Source: an optimization exercise on an open RTL-to-GDS flow (aim: small area, a short achievable clock period and few clock cycles per item). Production flows keep margins and buffers that such runs may drop. In this exercise RTL edits were held to simulation tests only and were not proved equivalent to the original.

Design spu_adpcm_decoder, start of the top module:
module spu_adpcm_decoder (
    input  wire         clk,
    input  wire         rst,           
    input  wire         in_valid,
    output wire         in_ready,
    input  wire [4:0]   in_voice,      
    input  wire [127:0] in_block,      
    output wire         out_valid,
    input  wire         out_ready,
    output wire [15:0]  out_sample,    
    output wire [4:0]   out_voice,
    output wire [4:0]   out_index,     
    output wire [2:0]   out_flags      
);
For scale: about 4300 cells after synthesis, roughly 1500 flip-flops, about 49000 um2 of cells after synthesis.
Settings: LEC_CHECK=0, ABC_AREA=1, CAP_MARGIN=20, CORE_MARGIN=2, CORE_UTILIZATION=40, SLEW_MARGIN=20; clock period 14.5 ns.
standard.sh (not shown) runs the stock make flow with config.mk's settings and CLKGATE_MAP_FILE= SYNTH_SCRIPT=/design/flow/synth_recipe.tcl, a recipe that flattens the netlist after the stock synthesis.
==> flow/flow/run.sh <==
#!/bin/bash
# Standard ORFS layout (the standard.sh) with: timing repair aiming for
# 9.5 ns of setup slack on the design's own constraints (the clock period is
# unchanged), the smallest buffer on the ports, and a clock tree without
# dummy loads. make's full output goes to flow_standard.log here; each
# tool's own log is under orfs/logs.
set -euo pipefail
export SETUP_SLACK_MARGIN=9.5
export BUFFER_PORTS_ARGS="-buffer_cell sky130_fd_sc_hd__buf_1"
export CTS_ARGS="-sink_clustering_enable -repair_clock_nets -dont_use_dummy_load -sink_clustering_size 22 -sink_clustering_max_diameter 80 -buf_list sky130_fd_sc_hd__clkbuf_16"
bash standard.sh > flow_standard.log 2>&1
The first run finished clean.
Testbench counts at the start, summed over its fixed seeds: cycles 35,888, blocks 1,280.
Next try:
--- a/flow/design.v
+++ b/flow/design.v
@@ -138,17 +138,17 @@
     wire [15:0] s1_sample = in_range ? s1x[15:0] : (s1x[W-1] ? 16'h8000 : 16'h7fff);
     wire [3:0]   b_filt_n  = in_ready_r ? in_filt : b_filt;
     wire [111:0] b_nib_n   = in_ready_r ? in_block[127:16] : b_nib;
     wire [3:0]   b_shift_n = in_ready_r ? in_block[3:0] : b_shift;
     wire [4:0]   b_voice_n = in_ready_r ? in_voice : b_voice;
     localparam NX = 20;
-    wire [NX-1:0] nx [0:1];
+    wire [NX-1:0] nx [0:0];
     genvar ge;
     generate
-        for (ge = 0; ge < 2; ge = ge + 1) begin : g_next
-            wire       em  = (ge == 1);
+        for (ge = 0; ge < 1; ge = ge + 1) begin : g_next
+            wire       em  = emit;
             wire       st  = nsr && (cw || em);
             wire       bf  = bfull ? !st : in_fire;
             wire       cwx = st ? 1'b0 : (em && last) ? 1'b1 : cw;
             wire [4:0] ci  = st ? 5'd0 : (em && !last) ? cidx + 5'd1 : cidx;
             wire       cvv = curv_v || st;
             wire [4:0] cv  = st ? b_voice : curv;
@@ -167,13 +167,13 @@
                              ns ? b_filt_n : cfx,
                              ns ? b_nib_n[3:0] : c2,
                              ns ? b_shift_n : csx,
                              fh, ir};
         end
     endgenerate
-    wire [NX-1:0] nxs = emit ? nx[1] : nx[0];
+    wire [NX-1:0] nxs = nx[0];
     always @(posedge clk) begin
         if (start) begin
             cidx   <= 5'd0;
             cn     <= b_nib[3:0];
             cn2    <= b_nib[7:4];
             cshift <= b_shift;
Via count falls by 2.4%.
Register-to-register slack is worse by 0.05 ns.
Utilization increases by 0.21 points.
Final area is lower by 1.9%.
Cell count goes down by 2.4%.
Wire length decreases by 3.8%.
Worst setup slack degrades by 0.054 ns.
Fmax is lower by 1.1%.
Hold slack got worse by 0.0044 ns.
Count of clock-buffer cells in the layout drops by 2.
Clock skew climbs by 0.0043 ns.
Flip-flop and latch count is unchanged.
Testbench counts after the change, summed over its fixed seeds: cycles 35,888, blocks 1,280.

--- another note on this design; it stands on its own ---

## JK
==> flow/design.v (excerpt) <==
module spu_adpcm_decoder (
    input  wire         clk,
    input  wire         rst,           
    input  wire         in_valid,
    output wire         in_ready,
    input  wire [4:0]   in_voice,      
    input  wire [127:0] in_block,      
    output wire         out_valid,
    input  wire         out_ready,
    output wire [15:0]  out_sample,    
    output wire [4:0]   out_voice,
    output wire [4:0]   out_index,     
    output wire [2:0]   out_flags      
);
Size: ~3000 cells after synthesis, about 1500 flip-flops, ~170 I/O pins.
export LEC_CHECK = 0
export CAP_MARGIN = 20
export CORE_MARGIN = 2
export CORE_UTILIZATION = 40
export SLEW_MARGIN = 20
create_clock -name core_clock -period 14.5 [get_ports {clk}]
standard.sh (not shown) runs the stock make flow with config.mk's settings and CLKGATE_MAP_FILE= SYNTH_SCRIPT=/design/flow/synth_recipe.tcl, a recipe that flattens the netlist after the stock synthesis.
==> flow/flow/run.sh <==
#!/bin/bash
# Standard ORFS layout (the standard.sh) with: timing repair aiming for
# 9 ns of setup slack on the design's own constraints (the clock period is
# unchanged), the smallest buffer on the ports, and a clock tree without
# dummy loads. make's full output goes to flow_standard.log here; each
# tool's own log is under orfs/logs.
set -euo pipefail
export SETUP_SLACK_MARGIN=9
export BUFFER_PORTS_ARGS="-buffer_cell sky130_fd_sc_hd__buf_1"
export CTS_ARGS="-sink_clustering_enable -repair_clock_nets -dont_use_dummy_load -sink_clustering_size 22 -sink_clustering_max_diameter 80 -buf_list sky130_fd_sc_hd__clkbuf_16"
bash standard.sh > flow_standard.log 2>&1
Testbench counts of JK, summed over its fixed seeds: cycles 35,880, blocks 1,280.
### JK -> MS
==> flow/flow/run.sh <==
#!/bin/bash
# Standard ORFS layout with: timing repair aiming for 9 ns of setup slack on
# the design's own constraints (the period is unchanged), the smallest
# buffer on the ports, and no dummy loads in the clock tree.
set -euo pipefail
export SETUP_SLACK_MARGIN=9
export BUFFER_PORTS_ARGS="-buffer_cell sky130_fd_sc_hd__buf_1"
export CTS_ARGS="-sink_clustering_enable -repair_clock_nets -dont_use_dummy_load"
bash standard.sh > flow_standard.log 2>&1
In the metrics for JK and MS, the one carrying the higher net count of the finished layout is MS.
From JK to MS the numbers moved as follows: design area now larger, final wirelength now larger.

==> separate check: timing with driven ports <==
How much do the figures lean on ideal ports? The routed layouts below were timed once more, with nothing changed but the port constraints.
Step 1 assumes that a clkbuf_16 drives the clock port and a buf_2 every other input.
Step 2 moves the port delays by t, midway between the first and last clock arrival at a register: inputs arrive t later, outputs are due t later. That takes back most of the time a late clock gives input paths.
Three values: ideal, step 1, step 2; two values: the first two.
run | t, ns | slack for setup (ns) | hold WS [ns] | worst data-port slew with drivers (ns)
the first run of note 1 | 0.712 | 9.642 / 9.642 / 9.588 | 0.288 / 0.288 / 0.288 | 0.10
the second run of note 1 | 0.701 | 9.588 / 9.588 / 8.999 | 0.284 / 0.284 / 0.284 | 0.10
JK | 0.686 | 8.286 / 8.286 / 8.286 | 0.260 / 0.260 / 0.260 | 0.05
MS | 0.757 | 8.237 / 8.237 / 8.237 | 0.279 / 0.279 / 0.279 | 0.05
After both steps every run listed still meets setup and hold. For the second run of note 1, which loses most, drivers alone change the setup slack by 0.000 ns; drivers and shift together by -0.589 ns.
